Source: an optimization exercise on an open RTL-to-GDS flow (aim: small area, a short achievable clock period and few clock cycles per item). Production flows keep margins and buffers that such runs may drop.
Function was checked by simulation only, so behaviour that the tests miss may differ from the original.
Power and IR drop assume default switching activity.

==> flow/design.v <==
module upb_freq_codec (
    input             clk,
    input             rst,           
    input             in_valid,
    output            in_ready,
    input      [3:0]  in_op,         
    input             in_layout,     
    input      [31:0] in_freq,
    input      [31:0] in_fcint,
    input      [31:0] in_fcfrac,
    input      [15:0] in_dreg0,
    input      [15:0] in_dreg1,
    output            out_valid,
    output     [3:0]  out_fcause,    
    output     [31:0] out_freq,
    output     [7:0]  out_fcint,
    output     [23:0] out_fcfrac,
    output     [15:0] out_dreg0,
    output     [15:0] out_dreg1
);
    localparam [31:0] F_MIN = 32'd775_000_000;
    localparam [31:0] F_MAX = 32'd1_100_000_000;
    reg          busy;       
    reg          rdy;        
    reg          mode;       
    reg  [2:0]   cnt;
    reg  [18:0]  rem;        
    reg  [31:0]  S;          
    reg          ov;
    reg  [2:0]   fc;
    reg          f31;        
    assign in_ready = rdy;
    assign out_valid = ov;
    assign out_fcause = {1'b0, fc};
    wire hz = (in_op == 4'hB);
    wire rh = (in_op == 4'hC);
    wire st = (in_op == 4'hD);
    wire rs = (in_op == 4'hE);
    wire a_bad = (|in_fcint[31:6]) || (|in_fcfrac[31:19]);
    wire b_bad = (|in_fcint[31:8]) || (|in_fcfrac[31:24]);
    wire r_flt = (rh & a_bad) | (st & (in_layout ? a_bad : b_bad));
    wire ill   = ~(hz | rh | st | rs);
    wire go    = hz | rh;
    wire [1:0] p0_dec = {{1{1'b0}}, 1'b1} << in_fcfrac[0:0];
    wire [18:0] p0;
    assign p0[0] = |(p0_dec & 2'h2);
    assign p0[1] = 1'b0;
    assign p0[2] = 1'b0;
    assign p0[3] = |(p0_dec & 2'h2);
    assign p0[4] = 1'b0;
    assign p0[5] = 1'b0;
    assign p0[6] = |(p0_dec & 2'h2);
    assign p0[7] = 1'b0;
    assign p0[8] = 1'b0;
    assign p0[9] = |(p0_dec & 2'h2);
    assign p0[10] = |(p0_dec & 2'h3);
    assign p0[11] = |(p0_dec & 2'h2);
    assign p0[12] = 1'b0;
    assign p0[13] = 1'b0;
    assign p0[14] = |(p0_dec & 2'h2);
    assign p0[15] = 1'b0;
    assign p0[16] = |(p0_dec & 2'h2);
    assign p0[17] = |(p0_dec & 2'h2);
    assign p0[18] = 1'b0;
    reg  [31:0] S_ld;
    always @(*) begin
        case ({in_op[1:0], in_layout})
            3'b110, 3'b111: S_ld = {in_freq[11], in_freq[10], in_freq[9], in_freq[8], in_freq[7], in_freq[6], in_freq[5], in_freq[4], in_freq[3], in_freq[2], in_freq[1], in_freq[0], 1'b0, 1'b0, 1'b0, 1'b0, 1'b0, 1'b0, 1'b0, 1'b0, 1'b0, 1'b0, 1'b0, 1'b0, 1'b0, 1'b0, 1'b0, 1'b0, 1'b0, 1'b0, 1'b0, 1'b0};
            3'b000, 3'b001: S_ld = {in_fcfrac[4], in_fcfrac[3], in_fcfrac[2], in_fcfrac[1], in_fcfrac[8], in_fcfrac[7], in_fcfrac[6], in_fcfrac[5], in_fcfrac[12], in_fcfrac[11], in_fcfrac[10], in_fcfrac[9], in_fcfrac[16], in_fcfrac[15], in_fcfrac[14], in_fcfrac[13], in_fcint[1], in_fcint[0], in_fcfrac[18], in_fcfrac[17], in_fcint[5], in_fcint[4], in_fcint[3], in_fcint[2], 1'b0, 1'b0, 1'b0, 1'b0, 1'b0, 1'b0, 1'b0, p0[0]};
            3'b010:         S_ld = {in_fcfrac[4], in_fcfrac[3], in_fcfrac[2], in_fcfrac[1], in_fcfrac[8], in_fcfrac[7], in_fcfrac[6], in_fcfrac[5], in_fcfrac[12], in_fcfrac[11], in_fcfrac[10], in_fcfrac[9], in_fcfrac[16], in_fcfrac[15], in_fcfrac[14], in_fcfrac[13], in_fcint[1], in_fcint[0], in_fcfrac[18], in_fcfrac[17], in_fcint[5], in_fcint[4], in_fcint[3], in_fcint[2], in_fcint[7], in_fcint[6], in_fcfrac[23], in_fcfrac[22], in_fcfrac[21], in_fcfrac[20], in_fcfrac[19], in_fcfrac[0]};
            3'b011:         S_ld = {in_fcfrac[13], in_fcfrac[12], in_fcfrac[11], in_fcfrac[10], in_fcfrac[17], in_fcfrac[16], in_fcfrac[15], in_fcfrac[14], in_fcint[2], in_fcint[1], in_fcint[0], in_fcfrac[18], in_fcfrac[0], in_fcint[5], in_fcint[4], in_fcint[3], 1'b1, in_fcfrac[8], in_fcfrac[2], in_fcfrac[1], 1'b0, 1'b0, 1'b0, 1'b0, 1'b0, 1'b0, in_fcfrac[7], in_fcfrac[6], in_fcfrac[5], in_fcfrac[4], in_fcfrac[3], in_fcfrac[9]};
            3'b100:         S_ld = {in_dreg0[15], in_dreg0[14], in_dreg0[7], in_dreg0[6], in_dreg0[5], in_dreg0[4], in_dreg0[3], in_dreg0[13], in_dreg0[12], in_dreg0[11], in_dreg0[10], in_dreg0[9], in_dreg0[8], in_dreg0[2], in_dreg0[1], in_dreg0[0], in_dreg1[15], in_dreg1[14], in_dreg1[13], in_dreg1[12], in_dreg1[11], in_dreg1[10], in_dreg1[9], in_dreg1[8], in_dreg1[7], in_dreg1[6], in_dreg1[5], in_dreg1[4], in_dreg1[3], in_dreg1[2], in_dreg1[1], in_dreg1[0]};
            default:        S_ld = {1'b0, 1'b0, 1'b0, 1'b0, 1'b0, 1'b0, 1'b0, in_dreg1[15], in_dreg1[14], in_dreg1[13], in_dreg1[12], in_dreg1[11], in_dreg1[10], in_dreg1[9], in_dreg1[8], in_dreg1[7], in_dreg1[6], in_dreg1[5], in_dreg1[4], in_dreg1[3], in_dreg1[2], in_dreg1[1], in_dreg1[0], in_dreg0[8], in_dreg0[7], in_dreg0[6], in_dreg0[5], in_dreg0[4], in_dreg0[3], in_dreg0[2], in_dreg0[1], in_dreg0[0]};
        endcase
    end
    wire [18:0] rem_ld = in_op[0] ? in_freq[30:12] : {1'b0, p0[18:1]};
    wire [22:0] T  = {rem, S[31:28]};
    wire [5:0]  tt = T[22:17];
    wire [16:0] tu = T[16:0];
    wire [63:0] jlo_dec = {{63{1'b0}}, 1'b1} << tt;
    wire [4:0] jlo;
    assign jlo[0] = |(jlo_dec & 64'h136c9b26c);
    assign jlo[1] = |(jlo_dec & 64'h1c70e3c70);
    assign jlo[2] = |(jlo_dec & 64'h7f03f80);
    assign jlo[3] = |(jlo_dec & 64'h7ffc000);
    assign jlo[4] = |(jlo_dec & 64'h1f8000000);
    wire [63:0] jhi_dec = {{63{1'b0}}, 1'b1} << tt;
    wire [4:0] jhi;
    assign jhi[0] = |(jhi_dec & 64'hfffffffec9364d93);
    assign jhi[1] = |(jhi_dec & 64'hf1c78e1c);
    assign jhi[2] = |(jhi_dec & 64'h101f80fe0);
    assign jhi[3] = |(jhi_dec & 64'h1fff000);
    assign jhi[4] = |(jhi_dec & 64'h1fe000000);
    wire [63:0] ra_dec = {{63{1'b0}}, 1'b1} << tt;
    wire [17:0] ra;
    assign ra[0] = |(ra_dec & 64'h136c9b26c);
    assign ra[1] = |(ra_dec & 64'hf1c78e1c);
    assign ra[2] = |(ra_dec & 64'h1f03f81fc);
    assign ra[3] = |(ra_dec & 64'hc6c9cd90);
    assign ra[4] = |(ra_dec & 64'h1ce38438c);
    assign ra[5] = |(ra_dec & 64'h3e07c07c);
    assign ra[6] = |(ra_dec & 64'hc8c98d90);
    assign ra[7] = |(ra_dec & 64'h1c638438c);
    assign ra[8] = |(ra_dec & 64'h3e07c07c);
    assign ra[9] = |(ra_dec & 64'hc8c98d90);
    assign ra[10] = |(ra_dec & 64'h1c638438c);
    assign ra[11] = |(ra_dec & 64'h108ce7210);
    assign ra[12] = |(ra_dec & 64'h139c6318c);
    assign ra[13] = |(ra_dec & 64'h107c1f07c);
    assign ra[14] = |(ra_dec & 64'h1c909bd90);
    assign ra[15] = |(ra_dec & 64'hc738738c);
    assign ra[16] = |(ra_dec & 64'h109ce4210);
    assign ra[17] = |(ra_dec & 64'ha4a5294a);
    wire [63:0] rb_dec = {{63{1'b0}}, 1'b1} << tt;
    wire [18:0] rb;
    assign rb[0] = |(rb_dec & 64'hfffffffec9364d93);
    assign rb[1] = |(rb_dec & 64'hfffffffe38f1c38f);
    assign rb[2] = |(rb_dec & 64'hfffffffff80fc07f);
    assign rb[3] = |(rb_dec & 64'h13136726c);
    assign rb[4] = |(rb_dec & 64'hfffffffef70e31e3);
    assign rb[5] = |(rb_dec & 64'hfffffffe0f01f01f);
    assign rb[6] = |(rb_dec & 64'h13636426c);
    assign rb[7] = |(rb_dec & 64'hfffffffef10e31e3);
    assign rb[8] = |(rb_dec & 64'hfffffffe0f01f01f);
    assign rb[9] = |(rb_dec & 64'h13636426c);
    assign rb[10] = |(rb_dec & 64'hfffffffef10e31e3);
    assign rb[11] = |(rb_dec & 64'hc637bd8c);
    assign rb[12] = |(rb_dec & 64'hffffffffcef18c63);
    assign rb[13] = |(rb_dec & 64'hffffffffc1f07c1f);
    assign rb[14] = |(rb_dec & 64'hf6c64e6c);
    assign rb[15] = |(rb_dec & 64'hfffffffe31ce3de3);
    assign rb[16] = |(rb_dec & 64'hc6f7b18c);
    assign rb[17] = |(rb_dec & 64'h1adad6b5a);
    assign rb[18] = |(rb_dec & 64'hffffffffffffffff);
    wire [18:0] da = {1'b0, ra} + {2'b0, tu};
    wire [18:0] db = rb + {2'b0, tu};
    wire        bge = ~db[18];
    wire [4:0]  dq  = bge ? jhi : jlo;
    wire [17:0] dr  = bge ? db[17:0] : da[17:0];
    wire [15:0] md_dec = {{15{1'b0}}, 1'b1} << S[31:28];
    wire [21:0] md;
    assign md[0] = |(md_dec & 16'haaaa);
    assign md[1] = |(md_dec & 16'hcccc);
    assign md[2] = |(md_dec & 16'hf0f0);
    assign md[3] = |(md_dec & 16'h55aa);
    assign md[4] = |(md_dec & 16'h66cc);
    assign md[5] = |(md_dec & 16'h78f0);
    assign md[6] = |(md_dec & 16'hd5aa);
    assign md[7] = |(md_dec & 16'h66cc);
    assign md[8] = |(md_dec & 16'h78f0);
    assign md[9] = |(md_dec & 16'hd5aa);
    assign md[10] = |(md_dec & 16'h66cc);
    assign md[11] = |(md_dec & 16'hd25a);
    assign md[12] = |(md_dec & 16'h9b6c);
    assign md[13] = |(md_dec & 16'h1c70);
    assign md[14] = |(md_dec & 16'hb52a);
    assign md[15] = |(md_dec & 16'h264c);
    assign md[16] = |(md_dec & 16'h92da);
    assign md[17] = |(md_dec & 16'h71c6);
    assign md[18] = |(md_dec & 16'h5a94);
    assign md[19] = |(md_dec & 16'h6318);
    assign md[20] = |(md_dec & 16'h83e0);
    assign md[21] = |(md_dec & 16'hfc00);
    wire [21:0] ms = {4'd0, rem[17:0]} + md;
    wire last  = mode ? (cnt == 3'd5) : (cnt == 3'd5);
    wire first = (cnt == 3'd0);
    wire [31:0] fop = {f31, rem, S[31:20]};            
    wire fbad  = (fop < F_MIN) || (fop > F_MAX);
    wire abort = first & (fc[0] | (mode & fbad));
    always @(posedge clk) begin
        if (rst) begin
            busy <= 1'b0;
            ov   <= 1'b0;
        end else if (busy) begin
            ov <= last | abort;
            if (last | abort) busy <= 1'b0;
        end else begin
            ov   <= in_valid & ~go;
            busy <= in_valid & go;
        end
    end
    always @(posedge clk) begin
        if (rst)       rdy <= 1'b1;
        else if (busy) rdy <= last | abort;
        else           rdy <= ~(in_valid & go);
    end
    always @(posedge clk) begin
        if (busy) begin
            cnt <= cnt + 3'd1;
            rem <= mode ? {1'b0, dr} : {1'b0, ms[21:4]};
            S   <= {S[27:1], (first & mode) ? dq[4] : S[0], mode ? dq[3:0] : ms[3:0]};
            if (first & mode & fbad) fc <= 3'b110;
        end else begin
            mode <= in_op[0];
            cnt  <= 3'd0;
            fc   <= {r_flt, ill | r_flt, r_flt};
            f31  <= in_freq[31];
            rem  <= rem_ld;
            S    <= S_ld;
        end
    end
    assign {out_fcint, out_fcfrac} = {S[31], S[30], S[24], S[23], S[22], S[21], S[20], S[19], S[29], S[28], S[27], S[26], S[25], S[18], S[17], S[16], S[15], S[14], S[13], S[12], S[11], S[10], S[9], S[8], S[7], S[6], S[5], S[4], S[3], S[2], S[1], S[0]};
    assign {out_dreg0, out_dreg1}  = {S[7], S[6], S[11], S[10], S[9], S[8], S[15], S[14], S[5], S[4], S[3], S[2], S[1], S[13], S[12], S[19], S[18], S[17], S[16], S[23], S[22], S[21], S[20], S[27], S[26], S[25], S[24], S[31], S[30], S[29], S[28], S[0]};
    assign out_freq = {1'b0, rem[17:0], S[3], S[2], S[1], S[0], S[7], S[6], S[5], S[4], S[11], S[10], S[9], S[8], S[15]};    
endmodule
==> flow/flow/run.sh <==
#!/bin/bash
# Standard ORFS layout (standard.sh), with the port buffers made of the smallest buffer
# and timing repair aiming below the clock period. Each step's output goes to its own log.
set -euo pipefail
export BUFFER_PORTS_ARGS="-buffer_cell sky130_fd_sc_hd__buf_1"
if [[ -f flow/margin.txt ]]; then export SETUP_SLACK_MARGIN=$(cat flow/margin.txt); fi
bash standard.sh synth > synth.log 2>&1
bash standard.sh floorplan > floorplan.log 2>&1
bash standard.sh place > place.log 2>&1
bash standard.sh cts > cts.log 2>&1
bash standard.sh route > route.log 2>&1
bash standard.sh finish > finish.log 2>&1
==> flow/flow/margin.txt <==
7.0
==> flow/standard.sh <==
#!/bin/bash
# synth_recipe.tcl (not shown) runs the flow's synth.tcl, then flattens the netlist and writes it again
# the make line also repeats each setting of config.mk as NAME=value (left out here)
make -C /OpenROAD-flow-scripts/flow DESIGN_CONFIG=/design/flow/config.mk WORK_HOME=/design/flow/orfs CLKGATE_MAP_FILE= SYNTH_SCRIPT=/design/flow/synth_recipe.tcl "${@:-finish}"
==> flow/config.mk <==
export PLATFORM = sky130hd
export DESIGN_NAME = upb_freq_codec
export DESIGN_NICKNAME = upb_freq_codec
export VERILOG_FILES = /design/flow/design.v
export SDC_FILE = /design/flow/constraint.sdc
export NUM_CORES = 4
export LEC_CHECK = 0
export CAP_MARGIN = 20
export CORE_MARGIN = 2
export CORE_UTILIZATION = 55
export SLEW_MARGIN = 20
==> flow/constraint.sdc <==
create_clock -name core_clock -period 11.0 [get_ports {clk}]
set_input_delay 2.2000 -clock core_clock [delete_from_list [all_inputs] [get_ports {clk}]]
set_output_delay 2.2000 -clock core_clock [all_outputs]
set_load 0.01 [all_outputs]
==> results of run 1 <==
logic make-up (layout without fill, tap and decap cells):
kind of cell	Yosys count	after routing	synth area share
simple gates	343	343	0.190
flops	62	62	0.151
other cells	1	2	0.000437
mux	37	37	0.0439
compound gates	468	468	0.356
fa+ha+maj	61	61	0.0913
buf+inv	189	321	0.115
xor+xnor	51	51	0.0521
worst min path at each step:
stage | start | end | slack, ns | cells after the start
2_1_floorplan | cnt[0]$_SDFF_PN0_ | cnt[0]$_SDFF_PN0_ | 0.42 | 1
3_3_place_gp | cnt[0]$_SDFF_PN0_ | cnt[0]$_SDFF_PN0_ | 0.43 | 1
3_5_place_dp | cnt[0]$_SDFF_PN0_ | cnt[0]$_SDFF_PN0_ | 0.45 | 1
4_1_cts | cnt[0]$_SDFF_PN0_ | cnt[0]$_SDFF_PN0_ | 0.46 | 1
5_1_grt | cnt[0]$_SDFF_PN0_ | cnt[0]$_SDFF_PN0_ | 0.49 | 1
6_report | cnt[0]$_SDFF_PN0_ | cnt[0]$_SDFF_PN0_ | 0.46 | 1
stage by stage:
step | std cells | utilization | setup WS (ns) | cell area, sq um
floorplan | 1213 | - | 7.04 | 8580
global placement | 1492 | 0.587 | 5.97 | 8920
detailed placement | 1492 | 0.587 | 5.96 | 8920
CTS | 1516 | 0.617 | 6.91 | 9380
global route | 1533 | 0.644 | 6.97 | 9790
finish | 1533 | 0.644 | 7.14 | 9790
sequential cells by signal (all words and copies together), names as in the netlist:
signal  flops
rdy         1
ov          1
rem        19
f31         1
fc          3
cnt         3
busy        1
S          32
mode        1
layout by cell type (no fill, tap or decap), types with 21 or more instances in the layout:
master and instances:
o21ai_0 115, buf_1 232, xnor2_1 29, nor2_1 93, a21oi_1 109, ha_1 56
xor2_1 21, nand3_1 23, nand2_1 98, a21o_1 23, dfxtp_1 48, buf_4 24
mux2i_1 31, inv_1 31, a211oi_1 21, a221oi_1 24
cell type report:
class	instances	area share
Tap cell	188	0.0240
Sequential cell	62	0.134
Multi-Input combinational cell	962	0.662
Clock buffer	10	0.0244
Clock inverter	6	0.00779
Timing Repair Buffer	270	0.133
Inverter	35	0.0146
worst register-to-register path, cell delays in order, from the launching register on:
cell,delay (ns)
dfxtp_4,0.37
buf_12,0.16
or2_4,0.28
nor3_2,0.19
o21ai_1,0.10
a21oi_2,0.21
nor2_1,0.09
ha_2,0.20
inv_1,0.08
fa_2,0.24
nor2b_4,0.05
o31a_1,0.31
o31a_1,0.37
buf_4,0.17
a221oi_4,0.31
a2111o_1,0.17
o211ai_1,0.08
or3_1,0.37
power groups by stage:
stage / clock (uW) / combinational, uW / sequential (uW)
after floorplan: 0 / 607 / 283
after global placement: 0 / 771 / 300
after detailed placement: 0 / 768 / 300
after CTS: 313 / 790 / 296
after global routing: 322 / 935 / 300
final: 311 / 861 / 299
timing repair:
item                       CTS  global route
hold endpoints to repair     0             0
cloned                       0             5
pin swaps                    2            12
setup endpoints to repair   39            34
gates resized for setup     26            53
setup buffers                8            12
per-layer routing:
metal	GRT usage	part of all wire	wire length, microns
met5	0	0	0
met4	0.207	0.058	1940
met3	0.0549	0.093	3130
met2	0.642	0.47	15800
met1	0.469	0.38	12800
==> out/summary.txt, run 1 <==
Run status: no timing/DRC/antenna violations
Root Buffer Master: clkbuf_16
Combinational share of power: 0.585
Max Clk Rate: 259 MHz
CP required: 11.22 ns
Syn Inst Count: 1,212
Num ports: 238
MaxCap Viol Count: 0
Synth area leader: dfxtp_1
N_diodes: 0
Total CTS buffers: 9
Worst Setup End Kind: flop
FILL cells: 1,467
DIE WIDTH: 129 microns
Avg Cell Area, Syn: 7.07 sq um
Critical path cell sequence: buf_12, or2_4, nor3_2, o21ai_1, a21oi_2, nor2_1, ha_2, inv_1, fa_2, nor2b_4, o31a_1, o31a_1, buf_4, a221oi_4, a2111o_1, o211ai_1, or3_1
Critical path startpoint category: flop
Worst min-delay path class: flop to flop
Die ar.: 0.0166 sq mm
Worst setup path start: rem[15]$_DFF_P_
Pwr dens: 150 mW/mm^2
Layout cell share with drive strength beyond 1: 0.0885
Initial antenna violation count: 0
Post-synth top cells: 118 x o21ai_0, 110 x a21oi_1, 98 x nand2_1, 98 x nor2_1, 70 x buf_4
Setup TNS: 0 ns
Count leader, synth: o21ai_0
Total Power: 1470 uW
Core area: 0.0152 sq mm
Final Hold Vio Count: 0
FFs w/ async S/R, synth: 0
Initial DRT Pass Iterations: 7
Arrival time at the worst endpoint: 4.08 ns
Register area: 0.00132 sq mm
Reg power frac: 0.203
GR Overflow Total: 0
Hold_buf cts: 0
Initial core utilization: 0.564
Area of the multi-input gates: 0.00648 sq mm
Largest net degree at the start of global routing: 72
Reg-to-Reg Start: rem[15]$_DFF_P_
Gpl congestion: 1.00
Num rows: 45
CP top delay family: compound AO/OA/AOI/OAI gates
Vias: 10.2k
Slowest library cell on the worst path: dfxtp_4
First-pass GRT wire length: 49,200 microns
Register bit total from synthesis: 62
Routed vias/inst: 6.63
Cell Area, Synth: 0.00857 sq mm
Vias in the first global route: 9,016
P_int: 783 uW
Wire per inst: 22.0 microns
Synth-to-layout area growth: 14.2%
Worst setup endpoint: rem[17]$_DFF_P_
Drt total wl: 33,700 microns
CP dominant cell by count: o31a_1
Max stage delay on crit path: 0.37 ns
Starting DRC count in detailed routing: 1,123
Crit path max fanout: 24
Tcrit/Tclk final: 0.351
Unrepaired setup endpoints after global routing: false
Clk network pwr share: 0.212
Worst-Skew Late Latency: 0.35 ns
P_leak: 0.00384 uW
Dpl hpwl: 24,600 microns
Global-route usage over all layers: 0.381
Worst-margin pin slew: 0.944 ns
IO Port Bufs: 235
Sw power: 688 uW
Largest cells by area after synthesis: dfxtp_1 13%, ha_1 8.3%, o21ai_0 6.9%, a21oi_1 6.4%, buf_4 6.1%
Sink Count: 62
Final Slew Violations: 0
Netlist cell types: 79
VDD IR-drop max: 0.000114 V
Minimum clock period: 3.86 ns
WS Path Type: flop to flop
CP Depth: 17
Capture point of the worst reg-to-reg path: rem[17]$_DFF_P_
TritonCTS clock tree: built
Worst R2R Path Depth: 17
Routed Antenna Nets: 0
Final hold slack: 0.464 ns
Final net count: 1,536
Worst Path Buf+Inv: 3
Die H: 129 microns
# setup viols final: 0
Share of Yosys cell area claimed by the top area cell type: 0.133
Most used DFF post-synth: dfxtp_1
Sw frac: 0.468
Max-slew headroom: 0.369
CTS max path bufs: 2
Clk_skew: 0.0121 ns
Yosys warning count: 1
Post-synth EDFFs: 5
CTS clock-pin slew for the worst setup and hold paths: 0.06 ns
Total number of H-tree levels: 3
Reg2reg setup slack: 7.14 ns
Seq/Total Area, Yosys: 0.151
Number of remaining DRC errors: 0
Testbench counts, summed over its fixed seeds: cycles 12,458, items 2,400.
==> run 2, diff against run 1 <==
--- a/flow/config.mk
+++ b/flow/config.mk
@@ -8,4 +8,6 @@
 export CAP_MARGIN = 20
 export CORE_MARGIN = 2
 export CORE_UTILIZATION = 55
+export CTS_CLUSTER_DIAMETER = 150
+export CTS_CLUSTER_SIZE = 32
 export SLEW_MARGIN = 20
==> run 2 against run 1 <==
  * Still clean
  * Wire length is the same
  * Clock skew is the same
  * Combinational power is essentially flat
  * Core utilization is the same
  * Count of clock-buffer cells in the layout is the same
  * Synthesized cell count is the same
==> out/summary.txt, run 2 <==
Run status: no timing/DRC/antenna violations
Num rows: 45
FILL cells: 1,467
Max stage delay on crit path: 0.37 ns
VDD IR-drop max: 0.000114 V
Global-route usage over all layers: 0.381
Syn Inst Count: 1,212
Worst min-delay path class: flop to flop
Post-synth top cells: 118 x o21ai_0, 110 x a21oi_1, 98 x nand2_1, 98 x nor2_1, 70 x buf_4
Area of the multi-input gates: 0.00648 sq mm
Worst Setup End Kind: flop
Routed vias/inst: 6.63
MaxCap Viol Count: 0
Tcrit/Tclk final: 0.351
Largest family of logic cells by synthesized area: compound AO/OA/AOI/OAI gates
First-pass GRT wire length: 49,200 microns
Arrival time at the worst endpoint: 4.08 ns
Count leader, synth: o21ai_0
Worst-Skew Late Latency: 0.35 ns
CP top delay family: compound AO/OA/AOI/OAI gates
Most common cell after layout, fill and taps aside: buf_1
P_leak: 0.00384 uW
# setup viols final: 0
Worst-margin pin slew: 0.944 ns
Netlist cell types: 79
Vias in the first global route: 9,016
Placed instance count: 1,492
Root Buffer Master: clkbuf_16
Cell Area, Synth: 0.00857 sq mm
Die H: 129 microns
GR Overflow Total: 0
FFs w/ async S/R, synth: 0
Largest register by flop count: S
Pwr dens: 150 mW/mm^2
Register area: 0.00132 sq mm
Final Hold Vio Count: 0
TritonCTS clock tree: built
Dpl hpwl: 24,600 microns
Minimum clock period: 3.86 ns
Num ports: 238
Synth Area in Adders: 0.0913
Yosys warning count: 1
Unrepaired setup endpoints after global routing: false
WS Path Type: flop to flop
Layout cell share with drive strength beyond 1: 0.0885
Compound-Gate Fraction of Synth Area: 0.356
CP required: 11.22 ns
Synth-to-layout area growth: 14.2%
Slowest library cell on the worst path: dfxtp_4
Register bit total from synthesis: 62
IO Port Bufs: 235
Final net count: 1,536
Multiplexer share of the synthesized area: 0.0439
Die ar.: 0.0166 sq mm
Hold_buf cts: 0
CP dominant cell by count: o31a_1
Final Slew Violations: 0
Routed Antenna Nets: 0
Setup TNS: 0 ns
CTS max path bufs: 2
Number of remaining DRC errors: 0
Area after DPL: 0.00892 sq mm
Initial antenna violation count: 0
Drt total wl: 33,700 microns
Largest cells by area after synthesis: dfxtp_1 13%, ha_1 8.3%, o21ai_0 6.9%, a21oi_1 6.4%, buf_4 6.1%
Share of Yosys cell area claimed by the top area cell type: 0.133
Post-synth EDFFs: 5
CTS clock-pin slew for the worst setup and hold paths: 0.06 ns
Critical path cell sequence: buf_12, or2_4, nor3_2, o21ai_1, a21oi_2, nor2_1, ha_2, inv_1, fa_2, nor2b_4, o31a_1, o31a_1, buf_4, a221oi_4, a2111o_1, o211ai_1, or3_1
Max reg flops: 32
Most frequent cells in the layout: 232 x buf_1, 115 x o21ai_0, 109 x a21oi_1
Starting DRC count in detailed routing: 1,123
Worst Path Buf+Inv: 3
Most used DFF post-synth: dfxtp_1
Initial core utilization: 0.564
XOR/XNOR Fraction of Synth Area: 0.0521
Max-slew headroom: 0.369
Core area: 0.0152 sq mm
Critical path startpoint category: flop
Gpl congestion: 1.00
Crit path max fanout: 24
Clk_skew: 0.0121 ns
Synth area leader: dfxtp_1
N_diodes: 0
Wire per inst: 22.0 microns
Vias: 10.2k
Total CTS buffers: 9
Area share of and/or/nand/nor cells after synthesis: 0.190
Largest net degree at the start of global routing: 72
Design area: 0.00979 sq mm
Avg Cell Area, Syn: 7.07 sq um
Final hold slack: 0.464 ns
Biggest regs: S x32, rem x19
DIE WIDTH: 129 microns
Sink Count: 62
Finished Layout Cells: 1,533
Initial DRT Pass Iterations: 7
Max Clk Rate: 259 MHz
Total number of H-tree levels: 3
Seq/Total Area, Yosys: 0.151
Final core utilization: 0.644
run 2: final timing paths:
check	from	end	slack [ns]	depth (start not counted)
worst max-delay path	rem[15]$_DFF_P_	rem[17]$_DFF_P_	7.14	17
worst min-delay path	cnt[0]$_SDFF_PN0_	cnt[0]$_SDFF_PN0_	0.46	1
worst max register to register	rem[15]$_DFF_P_	rem[17]$_DFF_P_	7.14	17
worst min register to register	cnt[0]$_SDFF_PN0_	cnt[0]$_SDFF_PN0_	0.46	1
run 2: power by group:
group | internal, uW | switching (uW)
Sequential | 251 | 48.2
Combinational | 346 | 515
Clock | 186 | 125
run 2: final cells by class:
cell class / count / share of cell area
repair buffers: 270 / 0.133
clock inverters: 6 / 0.00779
clock buffers: 10 / 0.0244
multi-input cells: 962 / 0.662
flip-flops and latches: 62 / 0.134
inverters: 35 / 0.0146
well taps: 188 / 0.0240
run 2: cell families after synthesis:
| kind of cell | after synthesis |
|---|---|
| xor+xnor | 51 |
| fa+ha+maj | 61 |
| simple gates | 343 |
| compound gates | 468 |
| flops | 62 |
| other cells | 1 |
| mux | 37 |
| buf+inv | 189 |
run 2: per-stage QoR:
step / power (uW) / setup slack (ns)
after global placement: 1070 / 5.97
after detailed placement: 1070 / 5.96
final: 1470 / 7.14
after CTS: 1400 / 6.91
after global routing: 1560 / 6.97
after floorplan: 890 / 7.04
run 2: worst reg2reg max path: cells and delay by family (launching register included):
| family | cells | cell delay [ns] |
|---|---|---|
| adders and majority gates | 2 | 0.44 |
| DFF | 1 | 0.37 |
| buffers and inverters | 3 | 0.41 |
| and+or+nand+nor | 5 | 0.98 |
| AOI/OAI and AO/OA | 7 | 1.55 |
run 2: timing repair:
item | 4_1_cts | 5_1_grt
setup buffers | 8 | 12
pin swaps | 2 | 12
hold endpoints to repair | 0 | 0
gates resized for setup | 26 | 53
gates cloned | 0 | 5
setup endpoints to repair | 39 | 34
run 2: routing by layer:
layer	vias to the layer above	routed length, microns	share of wire	GRT usage
met3	132	3130	0.093	0.0549
met5	-	0	0	0
li1	4717	-	-	-
met4	0	1940	0.058	0.207
met1	4604	12800	0.38	0.469
met2	706	15800	0.47	0.642

afterwards: timing with drivers on the ports:
No port has a modelled driver above. Below, the same layouts with a new extraction and two added sets of constraints. Step 1 sets driving cells, clkbuf_16 on the clock port and buf_2 on the other inputs (assumed; they add their load-dependent delay and slew). Step 2, shift: input delay + t, output delay - t, t = (earliest + latest rising clock arrival at the registers) / 2. This alone moves slack from input paths to output paths. Three values: ideal, step 1, step 2; two values: the first two.
| run | shift t [ns] | slack for setup (ns) | hold slack, ns | worst setup path after step 2 | latest minus earliest clock arrival (ns) |
|---|---|---|---|---|---|
| run 1 | 0.389 | 7.138 / 7.138 / 6.817 | 0.464 / 0.464 / 0.464 | input to register | 0.012 / 0.012 |
| run 2 | 0.389 | 7.138 / 7.138 / 6.817 | 0.464 / 0.464 / 0.464 | input to register | 0.012 / 0.012 |
After both steps every run listed still meets setup and hold.
